This design comes from an exercise in tuning for small area on the open sky130 flow, not from production work.
In this exercise RTL edits were held to simulation tests only and were not proved equivalent to the original.
Power figures rest on the tool's default switching activity, not on a simulated workload.

===== flow/design.v =====
module tsld_raster #(
    parameter W          = 32,
    parameter H          = 16,
    parameter FONT_COUNT = 95
) (
    input             clk,
    input             rst,
    input             cmd_valid,
    output            cmd_ready,
    input      [31:0] cmd_w0,
    input      [31:0] cmd_w1,
    input      [31:0] cmd_w2,
    input      [31:0] cmd_w3,
    output            pix_we,
    output      [4:0] pix_x,
    output      [3:0] pix_y,
    output     [23:0] pix_color,
    output            busy,
    output reg        halted,
    output reg  [3:0] fault_cause,
    output reg  [7:0] fault_op
);
    reg [47:0] font [0:FONT_COUNT-1];
    initial $readmemh("tsld_font.hex", font);
    localparam S_IDLE   = 4'd0;
    localparam S_HALT   = 4'd1;
    localparam S_RUN    = 4'd2;    
    localparam S_LINE0  = 4'd3;    
    localparam S_LINE   = 4'd4;    
    localparam S_RSET   = 4'd5;    
    localparam S_RECT   = 4'd6;    
    localparam S_RFILL  = 4'd7;    
    localparam S_CCHK   = 4'd8;    
    localparam S_CSPAN  = 4'd9;    
    localparam S_CPLOT  = 4'd10;   
    localparam S_CSTEP  = 4'd11;   
    localparam S_FILL   = 4'd12;
    localparam S_GCHK   = 4'd13;   
    localparam S_GLYPH  = 4'd14;
    localparam OP_NOP   = 8'h00;
    localparam OP_PIXEL = 8'h01;
    localparam OP_LINE  = 8'h02;
    localparam OP_RECT  = 8'h03;
    localparam OP_RECTF = 8'h04;
    localparam OP_CIRC  = 8'h05;
    localparam OP_CIRCF = 8'h06;
    localparam OP_FILL  = 8'h07;
    localparam OP_GLYPH = 8'h08;
    reg [3:0] state;
    reg         is_filled;           
    reg  [23:0] col_o;               
    reg  [23:0] col_f;               
    reg  signed [31:0] ax, ay;       
    reg  signed [31:0] bx, by;       
    reg   [7:0] chr;
    reg  signed [31:0] px, py;
    reg  [31:0] cnt;
    reg         vert;
    reg  [23:0] pcol;
    reg   [3:0] ret;
    reg         steep;
    reg  signed [31:0] lx, ly, lend, ldx, ldy, lerr;
    reg         ystep_up;
    reg  signed [31:0] xm, ym, rw, rh;
    reg   [1:0] phase;
    reg  [31:0] outer;
    reg  signed [31:0] rx, ry, cerr;
    reg   [2:0] k;
    reg   [1:0] span;
    reg         done_f;
    reg  [47:0] gbits;
    reg   [2:0] gcx, gcy;
    wire  [7:0] op = cmd_w0[31:24];
    wire        op_legal = (op <= OP_GLYPH);
    reg         rsv_bad;
    always @(*) begin
        case (op)
            OP_NOP:   rsv_bad = (cmd_w0[23:0] != 24'd0);
            OP_RECTF: rsv_bad = (cmd_w3[31:24] != 8'd0);
            OP_CIRC:  rsv_bad = (cmd_w2[31:16] != 16'd0);
            OP_CIRCF: rsv_bad = (cmd_w2[31:16] != 16'd0) || (cmd_w3[31:24] != 8'd0);
            OP_GLYPH: rsv_bad = (cmd_w2[31:8] != 24'd0);
            default:  rsv_bad = 1'b0;
        endcase
    end
    wire signed [31:0] w1x = {{16{cmd_w1[31]}}, cmd_w1[31:16]};
    wire signed [31:0] w1y = {{16{cmd_w1[15]}}, cmd_w1[15:0]};
    wire signed [31:0] w2x = {{16{cmd_w2[31]}}, cmd_w2[31:16]};
    wire signed [31:0] w2y = {{16{cmd_w2[15]}}, cmd_w2[15:0]};
    wire signed [31:0] w2r = {{16{cmd_w2[15]}}, cmd_w2[15:0]};
    assign cmd_ready = (state == S_IDLE) || (state == S_HALT);
    assign busy      = (state != S_IDLE) && (state != S_HALT);
    wire   accept    = cmd_valid && (state == S_IDLE);
    wire signed [31:0] l_adx = (bx > ax) ? (bx - ax) : (ax - bx);
    wire signed [31:0] l_ady = (by > ay) ? (by - ay) : (ay - by);
    wire               l_steep = (l_ady > l_adx);
    wire signed [31:0] s_x0 = l_steep ? ay : ax;
    wire signed [31:0] s_y0 = l_steep ? ax : ay;
    wire signed [31:0] s_x1 = l_steep ? by : bx;
    wire signed [31:0] s_y1 = l_steep ? bx : by;
    wire               l_swap = (s_x0 > s_x1);
    wire signed [31:0] t_x0 = l_swap ? s_x1 : s_x0;
    wire signed [31:0] t_y0 = l_swap ? s_y1 : s_y0;
    wire signed [31:0] t_x1 = l_swap ? s_x0 : s_x1;
    wire signed [31:0] t_y1 = l_swap ? s_y0 : s_y1;
    wire signed [31:0] t_dx = t_x1 - t_x0;
    wire signed [31:0] t_dy = (t_y1 > t_y0) ? (t_y1 - t_y0) : (t_y0 - t_y1);
    wire signed [31:0] l_err_n  = lerr - ldy;
    wire signed [31:0] c_ry_n = ry + 32'sd1;
    wire signed [31:0] c_rx_n = rx - 32'sd1;
    reg               plot_en;
    reg signed [31:0] plot_x, plot_y;
    reg        [23:0] plot_c;
    always @(*) begin
        plot_en = 1'b0;
        plot_x  = px;
        plot_y  = py;
        plot_c  = pcol;
        case (state)
            S_RUN, S_FILL: begin
                plot_en = 1'b1;
            end
            S_LINE: begin
                plot_en = 1'b1;
                plot_x  = steep ? ly : lx;
                plot_y  = steep ? lx : ly;
                plot_c  = col_o;
            end
            S_CPLOT: begin
                plot_en = 1'b1;
                plot_c  = col_o;
                case (k)
                    3'd0: begin plot_x = ax + rx; plot_y = ay + ry; end
                    3'd1: begin plot_x = ax + ry; plot_y = ay + rx; end
                    3'd2: begin plot_x = ax - rx; plot_y = ay + ry; end
                    3'd3: begin plot_x = ax - ry; plot_y = ay + rx; end
                    3'd4: begin plot_x = ax - rx; plot_y = ay - ry; end
                    3'd5: begin plot_x = ax - ry; plot_y = ay - rx; end
                    3'd6: begin plot_x = ax + rx; plot_y = ay - ry; end
                    default: begin plot_x = ax + ry; plot_y = ay - rx; end
                endcase
            end
            S_GLYPH: begin
                plot_en = gbits[{gcx, gcy}];
                plot_x  = ax + {29'd0, gcx};
                plot_y  = ay + {29'd0, gcy};
                plot_c  = col_o;
            end
            default: ;
        endcase
    end
    wire in_bounds = (plot_x >= 0) && (plot_x < W) && (plot_y >= 0) && (plot_y < H);
    assign pix_we    = plot_en && in_bounds;
    assign pix_x     = plot_x[4:0];
    assign pix_y     = plot_y[3:0];
    assign pix_color = plot_c;
    always @(posedge clk) begin
        if (rst) begin
            state       <= S_IDLE;
            halted      <= 1'b0;
            fault_cause <= 4'd0;
            fault_op    <= 8'd0;
        end else begin
            case (state)
                S_IDLE: if (accept) begin
                    col_o     <= cmd_w0[23:0];
                    col_f     <= cmd_w3[23:0];
                    ax        <= w1x;
                    ay        <= w1y;
                    bx        <= w2x;
                    by        <= w2y;
                    chr       <= cmd_w2[7:0];
                    is_filled <= (op == OP_RECTF) || (op == OP_CIRCF);
                    if (!op_legal) begin
                        halted      <= 1'b1;
                        fault_cause <= 4'd1;
                        fault_op    <= op;
                        state       <= S_HALT;
                    end else if (rsv_bad) begin
                        halted      <= 1'b1;
                        fault_cause <= 4'd2;
                        fault_op    <= op;
                        state       <= S_HALT;
                    end else begin
                        case (op)
                            OP_PIXEL: begin
                                px    <= w1x;
                                py    <= w1y;
                                cnt   <= 32'd0;
                                vert  <= 1'b0;
                                pcol  <= cmd_w0[23:0];
                                ret   <= S_IDLE;
                                state <= S_RUN;
                            end
                            OP_LINE:  state <= S_LINE0;
                            OP_RECT,
                            OP_RECTF: state <= S_RSET;
                            OP_CIRC,
                            OP_CIRCF: begin
                                rx     <= w2r;
                                ry     <= 32'sd0;
                                cerr   <= 32'sd1 - w2r;
                                done_f <= 1'b0;
                                state  <= S_CCHK;
                            end
                            OP_FILL: begin
                                px    <= 32'sd0;
                                py    <= 32'sd0;
                                pcol  <= cmd_w0[23:0];
                                state <= S_FILL;
                            end
                            OP_GLYPH: state <= S_GCHK;
                            default:  state <= S_IDLE;    
                        endcase
                    end
                end
                S_HALT: ;    
                S_RUN: begin
                    if (cnt == 32'd0) begin
                        state <= ret;
                    end else begin
                        if (vert) py <= py + 32'sd1;
                        else      px <= px + 32'sd1;
                        cnt <= cnt - 32'd1;
                    end
                end
                S_LINE0: begin
                    pcol <= col_o;
                    ret  <= S_IDLE;
                    vert <= (ax == bx);
                    if (ax == bx) begin
                        px    <= ax;
                        py    <= (ay < by) ? ay : by;
                        cnt   <= l_ady;
                        state <= S_RUN;
                    end else if (ay == by) begin
                        px    <= (ax < bx) ? ax : bx;
                        py    <= ay;
                        cnt   <= l_adx;
                        state <= S_RUN;
                    end else begin
                        steep    <= l_steep;
                        lx       <= t_x0;
                        ly       <= t_y0;
                        lend     <= t_x1;
                        ldx      <= t_dx;
                        ldy      <= t_dy;
                        lerr     <= t_dx >>> 1;
                        ystep_up <= (t_y0 < t_y1);
                        state    <= S_LINE;
                    end
                end
                S_LINE: begin
                    if (lx == lend) begin
                        state <= S_IDLE;
                    end else begin
                        lx <= lx + 32'sd1;
                        if (l_err_n < 0) begin
                            ly   <= ystep_up ? (ly + 32'sd1) : (ly - 32'sd1);
                            lerr <= l_err_n + ldx;
                        end else begin
                            lerr <= l_err_n;
                        end
                    end
                end
                S_RSET: begin
                    xm    <= (ax < bx) ? ax : bx;
                    ym    <= (ay < by) ? ay : by;
                    rw    <= l_adx;
                    rh    <= l_ady;
                    phase <= 2'd0;
                    outer <= 32'd0;
                    state <= is_filled ? S_RFILL : S_RECT;
                end
                S_RECT: begin
                    pcol  <= col_o;
                    phase <= phase + 2'd1;
                    ret   <= (phase == 2'd3) ? S_IDLE : S_RECT;
                    state <= S_RUN;
                    case (phase)
                        2'd0: begin px <= xm;      py <= ym;      cnt <= rw; vert <= 1'b0; end
                        2'd1: begin px <= xm;      py <= ym + rh; cnt <= rw; vert <= 1'b0; end
                        2'd2: begin px <= xm;      py <= ym;      cnt <= rh; vert <= 1'b1; end
                        default: begin px <= xm + rw; py <= ym;   cnt <= rh; vert <= 1'b1; end
                    endcase
                end
                S_RFILL: begin
                    pcol  <= col_f;
                    outer <= outer + 32'd1;
                    state <= S_RUN;
                    if (rh > rw) begin
                        px   <= xm + outer;
                        py   <= ym;
                        cnt  <= rh;
                        vert <= 1'b1;
                        if (outer == rw) ret <= (col_o != col_f) ? S_RECT : S_IDLE;
                        else             ret <= S_RFILL;
                    end else begin
                        px   <= xm;
                        py   <= ym + outer;
                        cnt  <= rw;
                        vert <= 1'b0;
                        if (outer == rh) ret <= (col_o != col_f) ? S_RECT : S_IDLE;
                        else             ret <= S_RFILL;
                    end
                end
                S_CCHK: begin
                    k    <= 3'd0;
                    span <= 2'd0;
                    if (rx >= ry) state <= is_filled ? S_CSPAN : S_CPLOT;
                    else          state <= S_IDLE;
                end
                S_CSPAN: begin
                    pcol <= col_f;
                    vert <= 1'b0;
                    case (span)
                        2'd0: begin
                            px <= ax - rx; py <= ay + ry; cnt <= rx <<< 1;
                            span <= 2'd1; ret <= S_CSPAN; state <= S_RUN;
                        end
                        2'd1: begin
                            px <= ax - rx; py <= ay - ry; cnt <= rx <<< 1;
                            span <= 2'd2; ret <= S_CSPAN; state <= S_RUN;
                        end
                        2'd2: begin
                            if (!done_f) begin
                                px <= ax - ry; py <= ay + rx; cnt <= ry <<< 1;
                                span <= 2'd3; ret <= S_CSPAN; state <= S_RUN;
                            end else begin
                                state <= S_CPLOT;
                            end
                        end
                        default: begin
                            px <= ax - ry; py <= ay - rx; cnt <= ry <<< 1;
                            done_f <= 1'b1; ret <= S_CPLOT; state <= S_RUN;
                        end
                    endcase
                end
                S_CPLOT: begin
                    k <= k + 3'd1;
                    if (k == 3'd7) state <= S_CSTEP;
                end
                S_CSTEP: begin
                    ry <= c_ry_n;
                    if (cerr < 0) begin
                        cerr <= cerr + (c_ry_n <<< 1) + 32'sd1;
                    end else begin
                        rx     <= c_rx_n;
                        cerr   <= cerr + ((c_ry_n - c_rx_n + 32'sd1) <<< 1);
                        done_f <= 1'b0;
                    end
                    state <= S_CCHK;
                end
                S_FILL: begin
                    if (px == W - 1) begin
                        px <= 32'sd0;
                        if (py == H - 1) state <= S_IDLE;
                        else             py <= py + 32'sd1;
                    end else begin
                        px <= px + 32'sd1;
                    end
                end
                S_GCHK: begin
                    gcx <= 3'd0;
                    gcy <= 3'd0;
                    if (chr < 8'd32 || chr >= 8'd32 + FONT_COUNT) begin
                        halted      <= 1'b1;
                        fault_cause <= 4'd3;
                        fault_op    <= OP_GLYPH;
                        state       <= S_HALT;
                    end else begin
                        gbits <= font[chr - 8'd32];
                        state <= S_GLYPH;
                    end
                end
                S_GLYPH: begin
                    gcy <= gcy + 3'd1;
                    if (gcy == 3'd7) begin
                        gcx <= gcx + 3'd1;
                        if (gcx == 3'd5) state <= S_IDLE;
                    end
                end
                default: state <= S_IDLE;
            endcase
        end
    end
endmodule

===== flow/tsld_font.hex =====
000000000000
0000005f0000
00d3d102bb6a
00ee5eda4ccd
00296f904531
00426edf1f5f
008d9c2ca08f
00bbf5bc5a2f
0069bcfa8717
0034252a8195
0057d63013b8
000656750652
00beb0fa82f7
00a9f001006a
002d94c529de
001b6aa71949
00bc2e93aee2
009886f53b60
00ce54d3e9b5
007fdf1e3b0a
008ec1cdbc37
006f96412fab
000a21f5ea84
00ddfb4d2afa
003af72602d5
006228578a59
00b60f0c0352
00ccfe631471
00c502c92deb
0083ad375eb6
000f9f7b1fc2
00c5537da003
00f3ec6bf79c
007e1111117e
00a9c45d338c
0014268e1eb2
0055f7e42a7e
00492929343b
00b285178926
007ea8002500
00ef9bd52fe2
00814318d9cc
00c0ca1067c0
003e2e6a75f4
005f062fe0eb
002d2d652d54
00e484d2ae92
00b18369f53f
00a4111e536a
009fa031be75
008722bf3392
004a91543be4
00c5b1828920
00420fcce4ab
00cc5d0b6dc6
00a11b928984
00e15f2711c2
00bf4609a2b5
004e665eaf71
00bc4f439c72
0072430c7a7e
00eb22583807
00cda0f8ad00
009a1c0715ef
007d65dc30df
00e63559452e
0063d850b94c
00c85e4d9d13
0029306b0add
003b4ed12414
002603336c55
00ca0883f31d
00dd516457ff
00267c193d0a
008891423494
0048bdfa285b
001817dfdb09
00a8818c3587
000386fb68f6
0088962685c7
00e6c8c39653
0006706a7529
0063de07a95f
00a88ad0ac5a
007078510498
00cc6350510b
009f9061204c
00f37c1c910e
00082c9d181e
0037d54f0df0
00787f751886
0038e7386c0f
006229c8be54
00feff3d8b96
002eec78fdaf

===== flow/run.sh =====
#!/bin/bash
# synth_recipe.tcl (not shown) runs the flow's synth.tcl, then flattens the netlist and writes it again
# the make line also repeats each setting of config.mk as NAME=value (left out here)
make -C /OpenROAD-flow-scripts/flow DESIGN_CONFIG=/design/flow/config.mk WORK_HOME=/design/flow/orfs CLKGATE_MAP_FILE= SYNTH_SCRIPT=/design/flow/synth_recipe.tcl finish

===== flow/config.mk =====
export PLATFORM = sky130hd
export DESIGN_NAME = tsld_raster
export DESIGN_NICKNAME = tsld_raster
export VERILOG_FILES = /design/flow/design.v
export SDC_FILE = /design/flow/constraint.sdc
export NUM_CORES = 4
export LEC_CHECK = 0
export ABC_CLOCK_PERIOD_IN_PS = 12000
export CAP_MARGIN = 20
export CORE_MARGIN = 2
export CORE_UTILIZATION = 30
export PLACE_DENSITY = 0.5
export SETUP_SLACK_MARGIN = 0.3
export SLEW_MARGIN = 20

===== flow/constraint.sdc =====
create_clock -name core_clock -period 16.0 [get_ports {clk}]
set_input_delay 3.2000 -clock core_clock [delete_from_list [all_inputs] [get_ports {clk}]]
set_output_delay 3.2000 -clock core_clock [all_outputs]
set_load 0.01 [all_outputs]

==> impl_results.md <==
- Outcome: no timing/DRC/antenna violations
- Drt first pass iters: 7
- Least-Margin Pin Slew: 1.303 ns
- Netlist cell types: 105
- Nets@finish: 10040
- GRT Overall Usage: 0.2762
- Final setup TNS: 0 ns
- Layout area overhead: 12.62%
- Worst clock skew: 0.08572 ns
- Netlist Area Pre-Place: 74580 um^2
- Power Dens Cells: 271.3 nW/um^2
- Sink Count: 679
- Slew Viols, Final: 0
- CTS Buf Count: 93
- # rows: 183
- Synth Area in Compound Gates: 0.2400
- CP Max Fanout: 27
- Initial drt markers: 8586
- Adder-Cell Fraction of Synth Area: 0.1354
- Avg Synthesized Cell Area: 8.212 um^2
- Slew headroom: 0.1068
- Worst path bufs/invs: 5
- Max Cap Violations: 0
- Drt drc: 0
- Die Y: 502.6 um
- Worst path slowest cell: ha_1
- First-pass GRT wire length: 509100 um
- Largest net degree at the start of global routing: 123
- Chip Width: 502.6 um
- XOR/XNOR Fraction of Synth Area: 0.09253
- Final setup fails: 0
- Cell family with most CP delay: compound AO/OA/AOI/OAI gates
- YS warnings: 1
- Kind of critical path: flop to flop
- Clock Latency Late Sink: 0.80 ns
- Congestion Overflow GR: 0
- Simple logic cell fraction of the synthesized area: 0.1777
- H-tree levels: 3
- Vias in the first global route: 69190
- Initial antenna violation count: 18
- Most used DFF post-synth: edfxtp_1
- Number of synthesized flops with an enable pin: 664
- Top Ports: 180
- Hold violation total from the final report: 0
- RSZ-0062 raised after global routing: false
- Routed Antenna Nets: 0
- CP dominant cell by count: nand2_1
- Post-Synthesis Cells: 9082
- WL final: 361600 um
- Initial Util: 0.3008
- Full die area: 252600 um^2
- CTS root buffer: clkbuf_16
- CP Launch Type: flop
- PortBufs: 177
- Layout cells sized above 1: 0.06076
- Endpoint class of the critical path: flop
- CTS Buffer Depth: 3
- Vias: 73760
- Cells after DPL: 12350
- Final period utilization: 0.9408
- Worst hold path class: flop to flop
- Peak Freq: 0.06643 GHz
- Wirelength per Cell: 28.84 um
- Static leakage: 32.63 nW
- CTS Hold Bufs: 0
- FFs w/ async S/R, synth: 0
- WP data arrival: 15.66 ns
- CTS tree: yes
- Finished Layout Cells: 12540
- Main combinational cell family by area after synthesis: compound AO/OA/AOI/OAI gates
- Gpl congestion: 0.9979
- Critical Path RT: 16.61 ns
- Post-synthesis mux area share: 0.03457
- CP peak stage delay: 0.55 ns
- Seq cells post-synth: 679
- DR vias/cell: 5.883
- Core footprint: 248000 um^2
- Max rail drop VDD: 635.0 uV
- Seq/Total Area, Yosys: 0.2714
- DP HPWL: 283700 um
- Clock transition at the registers of the reported paths: 0.06 ns
- Min Clock Period, post-route: 15.05 ns
- Final Power: 0.02279 W
==> per-stage QoR <==
stage,worst slack (ns),hold slack (ns),area [um^2],util
after detailed placement,0.005437,0.4980,80700,0.3254
after global routing,0.3450,0.5612,83980,0.3386
after global placement,0.2340,0.4930,80640,0.3252
final,0.9472,0.5088,83990,0.3387
after floorplan,1.420,0.5049,74590,-
after CTS,0.3796,0.5074,83830,0.3381
==> per-layer routing <==
layer	routed length [um]	track usage	vias to the layer above
met2	150600	0.4063	3327
li1	-	-	33570
met4	17740	0.1224	8
met1	164600	0.3936	36270
met3	28650	0.04553	586
met5	56	0	-
==> timing repair <==
| item | CTS | global route |
|---|---|---|
| pin swaps | 0 | 2 |
| endpoints found under the setup margin | 14 | 19 |
| gates cloned | 0 | 1 |
| resized for setup | 2 | 22 |
| buffers inserted | 1 | 4 |
==> power by group <==
| group | total [W] | internal [W] | leakage (nW) | switching (W) |
|---|---|---|---|---|
| registers | 0.00344 | 0.00321 | 6.26 | 0.000225 |
| clock network | 0.00218 | 0.00125 | 1.49 | 0.000935 |
| logic | 0.0172 | 0.00583 | 24.9 | 0.0113 |
| total | 0.0228 | 0.0103 | 32.6 | 0.0125 |
==> registers in the layout, summed over array words and instances (netlist names), 17 cells and up <==
signal	cells
col_f	24
rw	17
ry	32
px	32
ldy	32
col_o	24
rh	17
ldx	32
rx	32
lx	32
cnt	32
lerr	32
gbits	40
ly	32
pcol	24
py	32
outer	32
cerr	32
==> path summary, 6_finish.rpt <==
check | endpoint | cells after the start | start | slack [ns]
max | ldy[26]$_DFFE_PP_ | 62 | ax[8]$_DFFE_PP_ | 0.95
min | fault_op[3]$_SDFFE_PP0P_ | 2 | fault_op[3]$_SDFFE_PP0P_ | 0.51
max reg2reg | ldy[26]$_DFFE_PP_ | 62 | ax[8]$_DFFE_PP_ | 0.95
min reg2reg | fault_op[3]$_SDFFE_PP0P_ | 2 | fault_op[3]$_SDFFE_PP0P_ | 0.51
==> logic make-up after synthesis <==
group                    Yosys count
XOR/XNOR                         788
other                              1
buffers and inverters            942
adder cells (fa/ha/maj)          789
AO/OA/AOI/OAI                   2815
AND/OR/NAND/NOR                 2839
flip-flops                       679
multiplexers                     229
==> synth_stat cells, drive strengths merged (20+ instances only) <==
cell / number / area (um^2)
ha: 755 / 9447
mux2: 28 / 315.3
fa: 31 / 620.6
clkbuf: 350 / 1315
a31oi: 87 / 544.3
a22oi: 57 / 427.9
or2: 33 / 206.5
edfxtp: 664 / 19940
buf: 92 / 415.4
nand2b: 87 / 544.3
nor4: 105 / 663.1
o311ai: 25 / 226.5
a21oi: 862 / 4325
o221ai: 59 / 516.8
nor2b: 103 / 644.4
o21ai: 676 / 3417
a2111oi: 23 / 201.4
nor2: 765 / 2877
a211o: 20 / 175.2
a31o: 21 / 183.9
o41ai: 22 / 211.5
a21o: 171 / 1284
o21bai: 135 / 1013
o211ai: 122 / 930.9
o2111ai: 23 / 201.4
xor2: 275 / 2409
or4: 25 / 187.7
o21a: 67 / 503.0
o22ai: 47 / 294.0
nor3: 223 / 1116
a211oi: 80 / 600.6
and3: 87 / 549.3
nand4: 103 / 671.9
xnor2: 513 / 4493
a21boi: 27 / 202.7
a221oi: 43 / 376.6
inv: 494 / 1854
and2: 74 / 462.9
mux2i: 187 / 1948
a311oi: 38 / 332.8
nand2: 884 / 3321
a222oi: 35 / 350.3
or3: 69 / 431.7
nand3: 232 / 1161
o31ai: 50 / 375.4
==> cells in the final DEF, fill, tap and decap left out, types with 99 or more instances in the layout <==
master | synthesis | routed
nand2_1 | 883 | 881
a21oi_1 | 859 | 853
nor2_1 | 763 | 752
ha_1 | 755 | 751
edfxtp_1 | 664 | 664
o21ai_0 | 664 | 658
xnor2_1 | 513 | 510
inv_1 | 491 | 485
xor2_1 | 275 | 275
nand3_1 | 232 | 228
nor3_1 | 223 | 214
buf_4 | 6 | 203
clkdlybuf4s50_1 | 0 | 176
mux2i_1 | 176 | 172
a21o_1 | 171 | 169
o21bai_1 | 135 | 134
o211ai_1 | 119 | 119
nor2b_1 | 103 | 102
nand4_1 | 100 | 100
nor4_1 | 104 | 99
==> tightest hold or removal path: cells and delay by family (launching register included) <==
kind               cells  cell delay (ns)
AOI/OAI and AO/OA      1             0.05
and+or+nand+nor        1             0.10
DFF                    1             0.32
==> layout make-up <==
cell class                      instances  area [um^2]
Timing Repair Buffer                  387         3421
Antenna cell                            8        20.02
Clock inverter                         55        699.4
Multi-Input combinational cell       7463        51150
Inverter                              500         1884
Clock buffer                          116         2414
Fill cell                           25940       164000
Tap cell                             3330         4167
Sequential cell                       679        20240

-- port drivers added, routing unchanged --
The flow's constraints put no driver on any port. The routed layout listed below was extracted and timed again, unchanged, in two steps. Step 1 assumes that a clkbuf_16 drives the clock port and a buf_2 every other input. Step 2 moves the port delays by t, midway between the first and last clock arrival at a register: inputs arrive t later, outputs are due t later. That takes back most of the time a late clock gives input paths. Three values: ideal, step 1, step 2; two values: the first two.
shift t [ns]: 0.845
slack for setup (ns): 0.947 / 0.947 / 0.947
worst setup path after step 2: register to register
cell pins on the clock port's net: 1
After both steps setup and hold are still met in this run. The setup slack of this run moves by 0.000 ns with the drivers and by 0.000 ns with both steps.
